Context: an optimization exercise on an open-source flow, tuned for small area. The choices shown serve that exercise and are no tape-out recipe. In this exercise RTL edits were held to simulation tests only and were not proved equivalent to the original.

Setup of old:
Design dstu_mac_pad, start of the top module:
module dstu_mac_pad (
    input  wire        clk,
    input  wire        rst,
    input  wire [1:0]  macsel,
    input  wire        cmd_valid,
    output wire        cmd_ready,
    input  wire [31:0] cmd_word,
    input  wire [31:0] cmd_arg0,
    input  wire [31:0] cmd_arg1,
    input  wire [31:0] cmd_arg2,
    output wire        rsp_valid,
    output wire [2:0]  rsp_err,
    output wire [31:0] rsp_ret,
    input  wire [2:0]  sr_sel,
    output reg  [31:0] sr_data,
    output wire [31:0] kb_addr,
    input  wire [7:0]  kb_data,
    output wire [31:0] ib_addr,
    input  wire [7:0]  ib_data,
    output wire        ob_we,
    output wire [31:0] ob_addr,
    output wire [7:0]  ob_data,
    output wire [1:0]  eng_cfg,
    input  wire [7:0]  eng_blklen,
    output wire        eng_abs_valid,
    output reg  [7:0]  eng_abs_byte,
    input  wire        eng_abs_ready,
    output wire        eng_reset,
    output wire        eng_final,
    input  wire        eng_dig_valid,
    input  wire [7:0]  eng_dig_byte,
    output wire        eng_dig_ready
);
    localparam [31:0] ALG_ID  = 32'h44535455;    
    localparam [1:0] UNINIT = 2'd0, KEYED = 2'd1, STALE = 2'd2;
    localparam [2:0] E_OK = 3'd0, E_CFG = 3'd1, E_STATE = 3'd2, E_LEN = 3'd3, E_ILL = 3'd4;
    localparam [7:0] OP_INIT = 8'h01, OP_UPDB = 8'h02, OP_UPDM = 8'h03, OP_FINAL = 8'h04,
                     OP_RESET = 8'h05, OP_GETSIZE = 8'h06, OP_GETNAME = 8'h07;
    localparam [3:0] S_IDLE  = 4'd0,
                     S_RSP   = 4'd1,     
                     S_RST   = 4'd2,     
                     S_IWAIT = 4'd3,     
                     S_ILOAD = 4'd4,     
                     S_IRD   = 4'd5,
                     S_IABS  = 4'd6,
                     S_URD   = 4'd7,
                     S_UABS  = 4'd8,
                     S_UPDB  = 4'd9,
                     S_FPAD0 = 4'd10,    
                     S_FPAD  = 4'd11,
                     S_FKEY  = 4'd12,
                     S_FFIN  = 4'd13,
                     S_FDIG  = 4'd14;
    reg  [3:0]  state;
    reg  [1:0]  fsm;
    reg  [1:0]  cfg;           
    reg  [63:0] cnt;
    reg  [6:0]  klen;
    reg  [1:0]  ret_sel;       
    reg  [2:0]  err;
    reg  [3:0]  sticky;
    reg  [31:0] a;             
    reg  [31:0] e;             
    reg  [7:0]  dc;            
    reg  [5:0]  ph;            
  ...
For scale: roughly 360 I/O pins, roughly 23000 um^2 of cells after synthesis.
clock: 10.0 ns
lec_check: 0
cap_margin: 20
core_margin: 2
core_utilization: 60
slew_margin: 20
standard.sh (not shown) runs the stock make flow with config.mk's settings and CLKGATE_MAP_FILE= SYNTH_SCRIPT=/design/flow/synth_recipe.tcl, a recipe that flattens the netlist after the stock synthesis.
==> flow/flow/run.sh <==
#!/bin/bash
# Layout flow: the standard ORFS flow (standard.sh) with these changes in
# how the layout is built:
#  * synthesis: the standard script, but Yosys's abc runs its default
#    area-oriented mapping script instead of ORFS's speed script (the
#    registers come out of dfflibmap before abc, so they are unchanged);
#  * port buffers use the smallest buffer cell (buf_1);
#  * clock tree synthesis without dummy loads, clkbuf_16 with larger clusters.
# ORFS writes each tool's log under orfs/logs/; make's output goes to flow.log.
set -euo pipefail
here=$(pwd)
cat flow/abc_plain.tcl synth_recipe.tcl > "$here/synth_area.tcl"
export BUFFER_PORTS_ARGS="-buffer_cell sky130_fd_sc_hd__buf_1"
export CTS_ARGS="-sink_clustering_enable -repair_clock_nets -dont_use_dummy_load -buf_list {sky130_fd_sc_hd__clkbuf_16} -sink_clustering_size 25 -sink_clustering_max_diameter 100"
bash standard.sh SYNTH_SCRIPT="$here/synth_area.tcl" finish > flow.log 2>&1
==> flow/flow/abc_plain.tcl <==
# Run Yosys's abc with its default mapping script: drop the -script, -D and
# -constr arguments that ORFS's synth.tcl passes, keep the liberty and
# dont_use arguments.
proc abc {args} {
  set keep {}
  set skip 0
  foreach a $args {
    if {$skip} { set skip 0; continue }
    if {$a in {-script -D -constr}} { set skip 1; continue }
    lappend keep $a
  }
  yosys abc {*}$keep
}
Setup changes, old to new
--- a/flow/design.v
+++ b/flow/design.v
@@ -47,13 +47,14 @@
                      S_UABS  = 4'd8,
                      S_UPDB  = 4'd9,
                      S_FPAD0 = 4'd10,    
                      S_FPAD  = 4'd11,
                      S_FKEY  = 4'd12,
                      S_FFIN  = 4'd13,
-                     S_FDIG  = 4'd14;
+                     S_FDIG  = 4'd14,
+                     S_CHK   = 4'd15;    
     reg  [3:0]  state;
     reg  [1:0]  fsm;
     reg  [1:0]  cfg;           
     reg  [63:0] cnt;
     reg  [6:0]  klen;
     reg  [1:0]  ret_sel;       
@@ -75,26 +76,29 @@
                     ((c_opc >= OP_UPDB) && (c_opc <= OP_GETNAME) && (c_mod == 8'd0)));
     wire        c_updm = (c_opc[2:0] == 3'd3);
     wire [31:0] c_addend = c_updm ? cmd_arg2 : {25'd0, macsize};
     wire [32:0] c_end = {1'b0, cmd_arg1} + {1'b0, c_addend};
     wire        c_lenerr = c_end > {1'b0, cmd_arg0};
     wire        keyed = (fsm == KEYED);
+    reg         lenerr_q, chk_fin;
+    always @(posedge clk) begin
+        lenerr_q <= c_lenerr;
+        if (state == S_IDLE)
+            chk_fin <= (c_opc[2:0] == 3'd4);
+    end
     reg  [2:0]  c_err;
     always @(*) begin
         c_err = E_OK;
         if (!c_legal)
             c_err = E_ILL;
         else if (cfgfault)
             c_err = E_CFG;
         else begin
             case (c_opc[2:0])
                 3'd1: if (c_mod != 8'd0 || cmd_arg0 > 32'd64) c_err = E_CFG;
                 3'd2: if (!keyed) c_err = E_STATE;
-                3'd3, 3'd4:
-                      if (c_lenerr) c_err = E_LEN;
-                      else if (!keyed) c_err = E_STATE;
                 default: c_err = E_OK;
             endcase
         end
     end
     wire [7:0]  kr      = e[7:0];
     wire        i_lt_l  = !kr[7] && (kr[6:0] != 7'd0);
@@ -229,13 +233,14 @@
         if (st_idle)
             e <= c_end[31:0];
         else if (st_iwait)
             e[7:0] <= {1'b0, klen};
         else if (st_iabs && abs_fire && !kr[7])
             e[7:0] <= kr - 8'd1;
-    wire dc_ld_b = (acc_ok && ((op == 3'd1) || ((op == 3'd4) && (dc < 8'd12)))) ||
+    wire chk_go  = (state == S_CHK) && !lenerr_q && keyed;
+    wire dc_ld_b = (acc_ok && (op == 3'd1)) || (chk_go && chk_fin && (dc < 8'd12)) ||
                    (dc_last && abs_fire && (st_iabs || st_uabs || st_updb));
     wire dc_ld_k = dc_last && abs_fire && st_fpad;
     wire dc_dec  = abs_fire && (st_iabs || st_uabs || st_updb || st_fpad || st_fkey);
     wire [7:0] dc_minus = dc - 8'd1;
     always @(posedge clk) begin
         if (dc_ld_b)
@@ -279,19 +284,14 @@
                                     klen  <= cmd_arg0[6:0];
                                     fsm   <= KEYED;
                                     state <= S_IWAIT;
                                 end
                                 3'd2:            
                                     state <= S_UPDB;
-                                3'd3:            
-                                    state <= S_URD;
-                                3'd4: begin      
-                                    ret_sel <= 2'd1;
-                                    fsm     <= STALE;
-                                    state   <= S_FPAD0;
-                                end
+                                3'd3, 3'd4:      
+                                    state <= S_CHK;
                                 3'd5: begin      
                                     if (keyed)
                                         fsm <= STALE;
                                     err   <= E_OK;
                                     state <= S_RST;
                                 end
@@ -306,12 +306,23 @@
                             endcase
                         end
                     end
                 end
                 S_RSP:
                     state <= S_IDLE;
+                S_CHK:
+                    if (lenerr_q)
+                        respond(E_LEN);
+                    else if (!keyed)
+                        respond(E_STATE);
+                    else if (chk_fin) begin
+                        ret_sel <= 2'd1;
+                        fsm     <= STALE;
+                        state   <= S_FPAD0;
+                    end else
+                        state <= S_URD;
                 S_RST:
                     state <= S_RSP;
                 S_IWAIT:
                     if (ph == 6'd63)
                         state <= S_ILOAD;
                 S_ILOAD:
Results
old → new: global-route usage now larger, half-perimeter wire length after detailed placement now larger, cell area has decreased. Going from old to new, the overall via count from detail_route was found to have gone down by 0.37%. Compared with old, placement density in the core of new is lower. new vs old, non-clock buffer count went down by 11%. Of the two values seen for slowest library cell on the worst path, nor4bb_1 was produced by new and a2111oi_2 by old. new vs old on total met2 wirelength after detailed routing: new is the higher one.

-- afterwards: timing with drivers on the ports --
Ports are ideal in the flow. The routed layouts listed here were re-timed in OpenROAD. Step 1 sets driving cells, clkbuf_16 on the clock port and buf_2 on the other inputs (assumed; they add their load-dependent delay and slew). Step 2 moves the port delays by t, midway between the first and last clock arrival at a register: inputs arrive t later, outputs are due t later. That takes back most of the time a late clock gives input paths. Slacks: no drivers / after step 1 / after step 2; pairs: no drivers / after step 1.
run	shift t [ns]	slack for setup (ns)	hold WS [ns]	worst setup path after step 2	slew at the worst register clock pin (ns)
old	0.646	0.638 / 0.654 / 0.008	0.305 / 0.305 / 0.305	input to register	0.11 / 0.11
new	0.657	1.078 / 1.083 / 0.426	0.314 / 0.314 / 0.314	input to register	0.11 / 0.11
After both steps every run listed still meets setup and hold. The setup slack of new, which loses most, moves by +0.005 ns with the drivers and by -0.652 ns with both steps.
